From an optimization exercise on the open Yosys and OpenROAD flow, aimed at a short achievable clock period and few clock cycles per item; shortcuts taken in it are not production practice. RTL that was checked went through simulation tests only; none was proved equivalent to the original. The clock port is modelled as an ideal driver; clocking choices that lean on that would not hold on a real chip. No activity file was given, so power comes from the tool's default toggle rates.

the reference run:
Design wav12_compressor, start of the top module:
module wav12_compressor (
    input  wire        clk,
    input  wire        rst,
    input  wire        start,
    input  wire [3:0]  cfg_shift,
    input  wire [15:0] cfg_nsamples,
    output wire        idle,
    output wire        done,
    input  wire        in_valid,
    input  wire [15:0] in_sample,
    output wire        in_ready,
    output wire        out_valid,
    output wire [7:0]  out_data,
    output wire        out_last,
    input  wire        out_ready
);
Settings: LEC_CHECK=0, CAP_MARGIN=20, CORE_MARGIN=2, CORE_UTILIZATION=40, PLACE_DENSITY=0.6, SLEW_MARGIN=20; clock period 10.0 ns.
standard.sh (not shown) runs the stock make flow with config.mk's settings and CLKGATE_MAP_FILE= SYNTH_SCRIPT=/design/flow/synth_recipe.tcl, a recipe that flattens the netlist after the stock synthesis.
==> flow/flow/run.sh <==
#!/bin/bash
set -euo pipefail
M="SETUP_SLACK_MARGIN=7"
RES=orfs/results/$FLOW_PLATFORM/wav12_compressor/base
bash standard.sh $M cts > standard_cts.log 2>&1
RES=$RES openroad -no_init -exit flow/rmroot.tcl > rmroot.log 2>&1
if [[ -f $RES/4_cts.odb.new ]]; then
  cp $RES/4_cts.odb.new $RES/4_1_cts.odb
  sleep 1
  mv $RES/4_cts.odb.new $RES/4_cts.odb
  touch $RES/4_cts.sdc
fi
bash standard.sh $M finish > standard_finish.log 2>&1
==> flow/flow/rmroot.tcl <==
set res $::env(RES)
read_db $res/4_cts.odb
set block [ord::get_db_block]
set port_net [$block findNet clk]
set root ""
foreach it [$port_net getITerms] {
  set inst [$it getInst]
  if {[string match "clkbuf_0_*" [$inst getName]]} { set root $inst }
}
if {$root eq ""} { puts "no root buffer"; exit 0 }
set out_net [[$root findITerm X] getNet]
set loads {}
foreach it [$out_net getITerms] {
  if {[$it getInst] ne $root} { lappend loads $it }
}
set n_port [llength [$port_net getITerms]]
puts "root [$root getName] drives [llength $loads] pins; port drives $n_port pins"
if {[llength $loads] + $n_port - 1 > 4} { puts "too many loads, keeping the root"; exit 0 }
foreach it $loads {
  $it disconnect
  $it connect $port_net
}
[$root findITerm A] disconnect
odb::dbInst_destroy $root
odb::dbNet_destroy $out_net
$port_net setSigType CLOCK
puts "port now drives [llength [$port_net getITerms]] pins"
write_db $res/4_cts.odb.new
Relative to the reference run, the following input files were edited for the trial run:
==> flow/flow/run.sh <==
#!/bin/bash
set -euo pipefail
bash standard.sh SETUP_SLACK_MARGIN=7 finish > standard_flow.log 2>&1
removed: flow/flow/rmroot.tcl
Results
Reported max-cap violation count essentially unchanged between the trial run and the reference run. Looking at launching element of the worst setup path, the x1[3] result is from the reference run; the x1[1] one comes from the trial run. The trial run against the reference run: internal power contribution went up 0.019 mW, setup slack of the critical path after layout went up 8.0 ps, sequential cell area held. The clock skew was comparable across the trial run and the reference run. ~same layout overhead on the synthesized area in the trial run and the reference run.
Function was not checked in any run of this note: the RTL went through the layout flow alone.

---

Setup of run A:
wav12_compressor, a different RTL version from the one above (not shown whole).
Size in the first run: about 2,800 cells after synthesis, about 440 flip-flops, ~54 I/O pins, about 28,000 sq um of cells after synthesis.
==> flow/config.mk <==
export PLATFORM = sky130hd
export DESIGN_NAME = wav12_compressor
export DESIGN_NICKNAME = wav12_compressor
export VERILOG_FILES = /design/flow/design.v
export SDC_FILE = /design/flow/constraint.sdc
export NUM_CORES = 4
export LEC_CHECK = 0
export CAP_MARGIN = 20
export CORE_MARGIN = 2
export CORE_UTILIZATION = 40
export CTS_CLUSTER_DIAMETER = 40
export CTS_CLUSTER_SIZE = 8
export PLACE_DENSITY = 0.6
export SLEW_MARGIN = 20
==> flow/constraint.sdc <==
create_clock -name core_clock -period 10.0 [get_ports {clk}]
set_input_delay 2.0000 -clock core_clock [delete_from_list [all_inputs] [get_ports {clk}]]
set_output_delay 2.0000 -clock core_clock [all_outputs]
set_load 0.01 [all_outputs]
==> flow/flow/run.sh <==
#!/bin/bash
set -euo pipefail
K=("SETUP_SLACK_MARGIN=7.7" "BUFFER_PORTS_ARGS=-buffer_cell sky130_fd_sc_hd__buf_4")
RES=orfs/results/$FLOW_PLATFORM/wav12_compressor/base
bash standard.sh "${K[@]}" cts > standard_cts.log 2>&1
RES=$RES openroad -no_init -exit flow/rmroot.tcl > rmroot.log 2>&1
if [[ -f $RES/4_cts.odb.new ]]; then
  cp $RES/4_cts.odb.new $RES/4_1_cts.odb
  sleep 1
  mv $RES/4_cts.odb.new $RES/4_cts.odb
  touch $RES/4_cts.sdc
fi
bash standard.sh "${K[@]}" finish > standard_finish.log 2>&1
==> flow/flow/rmroot.tcl <==
set res $::env(RES)
read_db $res/4_cts.odb
set block [ord::get_db_block]
set port_net [$block findNet clk]
set root ""
foreach it [$port_net getITerms] {
  set inst [$it getInst]
  if {[string match "clkbuf_0_*" [$inst getName]]} { set root $inst }
}
if {$root eq ""} { puts "no root buffer"; exit 0 }
set out_net [[$root findITerm X] getNet]
set loads {}
foreach it [$out_net getITerms] {
  if {[$it getInst] ne $root} { lappend loads $it }
}
set n_port [llength [$port_net getITerms]]
puts "root [$root getName] drives [llength $loads] pins; port drives $n_port pins"
if {[llength $loads] + $n_port - 1 > 4} { puts "too many loads, keeping the root"; exit 0 }
foreach it $loads {
  $it disconnect
  $it connect $port_net
}
[$root findITerm A] disconnect
odb::dbInst_destroy $root
odb::dbNet_destroy $out_net
$port_net setSigType CLOCK
puts "port now drives [llength [$port_net getITerms]] pins"
write_db $res/4_cts.odb.new
Testbench counts of run A, summed over its fixed seeds: cycles 76,747, samples 57,887.
The following lists how run B was set up differently from run A:
diff --git a/flow/config.mk b/flow/config.mk
--- a/flow/config.mk
+++ b/flow/config.mk
@@ -10,4 +10,2 @@
 export CORE_UTILIZATION = 40
-export CTS_CLUSTER_DIAMETER = 40
-export CTS_CLUSTER_SIZE = 8
 export PLACE_DENSITY = 0.6
Notes after the runs:
Run B ended up with sh3[1] as its start point of the critical path; run A ended up with in_ready_q. Of the two values seen for end point of the critical path, in_ready was produced by run A and fdata[5][4] by run B. Run B vs. run A: number of buffers inserted to repair setup after CTS went down, clock latency on the worst-skew pair has decreased, number of instances in the placed design shows no meaningful change. Compared with run A, run B shows a higher data arrival time at the worst-slack endpoint. Looking at total iterations of the first detailed-routing run, run B sits 2 higher than run A does. Area taken by flip-flops and latches essentially unchanged between run B and run A. Taking run A as the reference, in run B area growth from synthesis to layout down 4.7 points, portion of total power attributed to the clock network down 6.7 points.
Relative to run B, the following input files were edited for run C:
diff --git a/flow/config.mk b/flow/config.mk
--- a/flow/config.mk
+++ b/flow/config.mk
@@ -10,2 +10,4 @@
 export CORE_UTILIZATION = 40
+export CTS_CLUSTER_DIAMETER = 100
+export CTS_CLUSTER_SIZE = 24
 export PLACE_DENSITY = 0.6
Results
Relative to run B, the met2 wirelength from detailed routing measured on run C has increased slightly.
Between run C and run B, the total routing usage reported by global routing figures differ only marginally.
~same area used by multi-input combinational logic in run B and run C
Run B was routed with fewer vias than run C.
Run B and run C ended up with roughly the same power in sequential cells.
Multiplexer share of the synthesized area came out exactly the same in run B and run C.
Compared with run B, run C shows a lower switching power.
Run C vs. run B: final critical-path share of the clock period +0.24 points; final wirelength +1.5%.
For run D, these inputs were changed with respect to run C:
diff --git a/flow/config.mk b/flow/config.mk
--- a/flow/config.mk
+++ b/flow/config.mk
@@ -9,6 +9,4 @@
 export CORE_MARGIN = 2
-export CORE_UTILIZATION = 40
-export CTS_CLUSTER_DIAMETER = 100
-export CTS_CLUSTER_SIZE = 24
-export PLACE_DENSITY = 0.6
+export CORE_UTILIZATION = 65
+export PLACE_DENSITY = 0.78
 export SLEW_MARGIN = 20
## What came out
| clock network latency to the later pin of the worst-skew pair | higher: run C |. Looking at standard cell with the maximum stage delay on the critical path, the sky130_fd_sc_hd__dfxtp_4 result is from run C; the sky130_fd_sc_hd__mux2i_2 one comes from run D. Compared with run C, in run D final standard cell area without fillers +about 1.2%; net count of the finished layout +43; final routed wirelength across all metal layers +28%. Of run D and run C, run D shows the higher TritonCTS buffer count, with run C below it. Changes observed in run D relative to run C: die area saw a decrease, endpoint arrival time on the critical path rose 2380 ps, area growth from synthesis to layout went up 1.6 points, number of tap cells inserted decreased 394, sequential share of layout area -0.36 points. Of run D and run C, the higher logic gate share of total power belongs to run C. Run C ended up with met4 as its top routing layer in use; run D ended up with met5.

[separate check: timing with driven ports]
The results above use ideal ports. As a check the final layouts listed here were re-extracted and re-timed, cells and wires unchanged.
Step 1: set_driving_cell puts a clkbuf_16 on clk and a buf_2 on each other input, an assumption about the parent block.
Step 2 also shifts input and output timing later by t, the mid clock arrival at the registers, as if the neighbouring blocks saw the same clock.
a / b / c = no drivers / after step 1 / after step 2; a / b = the first two.
| run | t (ns) | setup WS [ns] | hold slack, ns | worst setup path after step 2 |
|---|---|---|---|---|
| the reference run | 0.524 | 6.724 / 6.724 / 6.608 | 0.411 / 0.411 / 0.411 | input to register |
| the trial run | 0.655 | 6.732 / 6.732 / 6.480 | 0.411 / 0.411 / 0.411 | input to register |
| run A | 0.675 | 6.894 / 6.828 / 6.815 | 0.413 / 0.413 / 0.413 | input to register |
| run B | 0.536 | 7.086 / 6.977 / 6.832 | 0.408 / 0.408 / 0.408 | input to register |
| run C | 0.523 | 7.063 / 6.978 / 6.663 | 0.427 / 0.427 / 0.427 | input to register |
| run D | 0.547 | 6.792 / 6.792 / 6.774 | 0.418 / 0.417 / 0.417 | input to register |
After both steps setup and hold are still met in every run listed. For run C, which loses most, drivers alone change the setup slack by -0.085 ns; drivers and shift together by -0.400 ns.
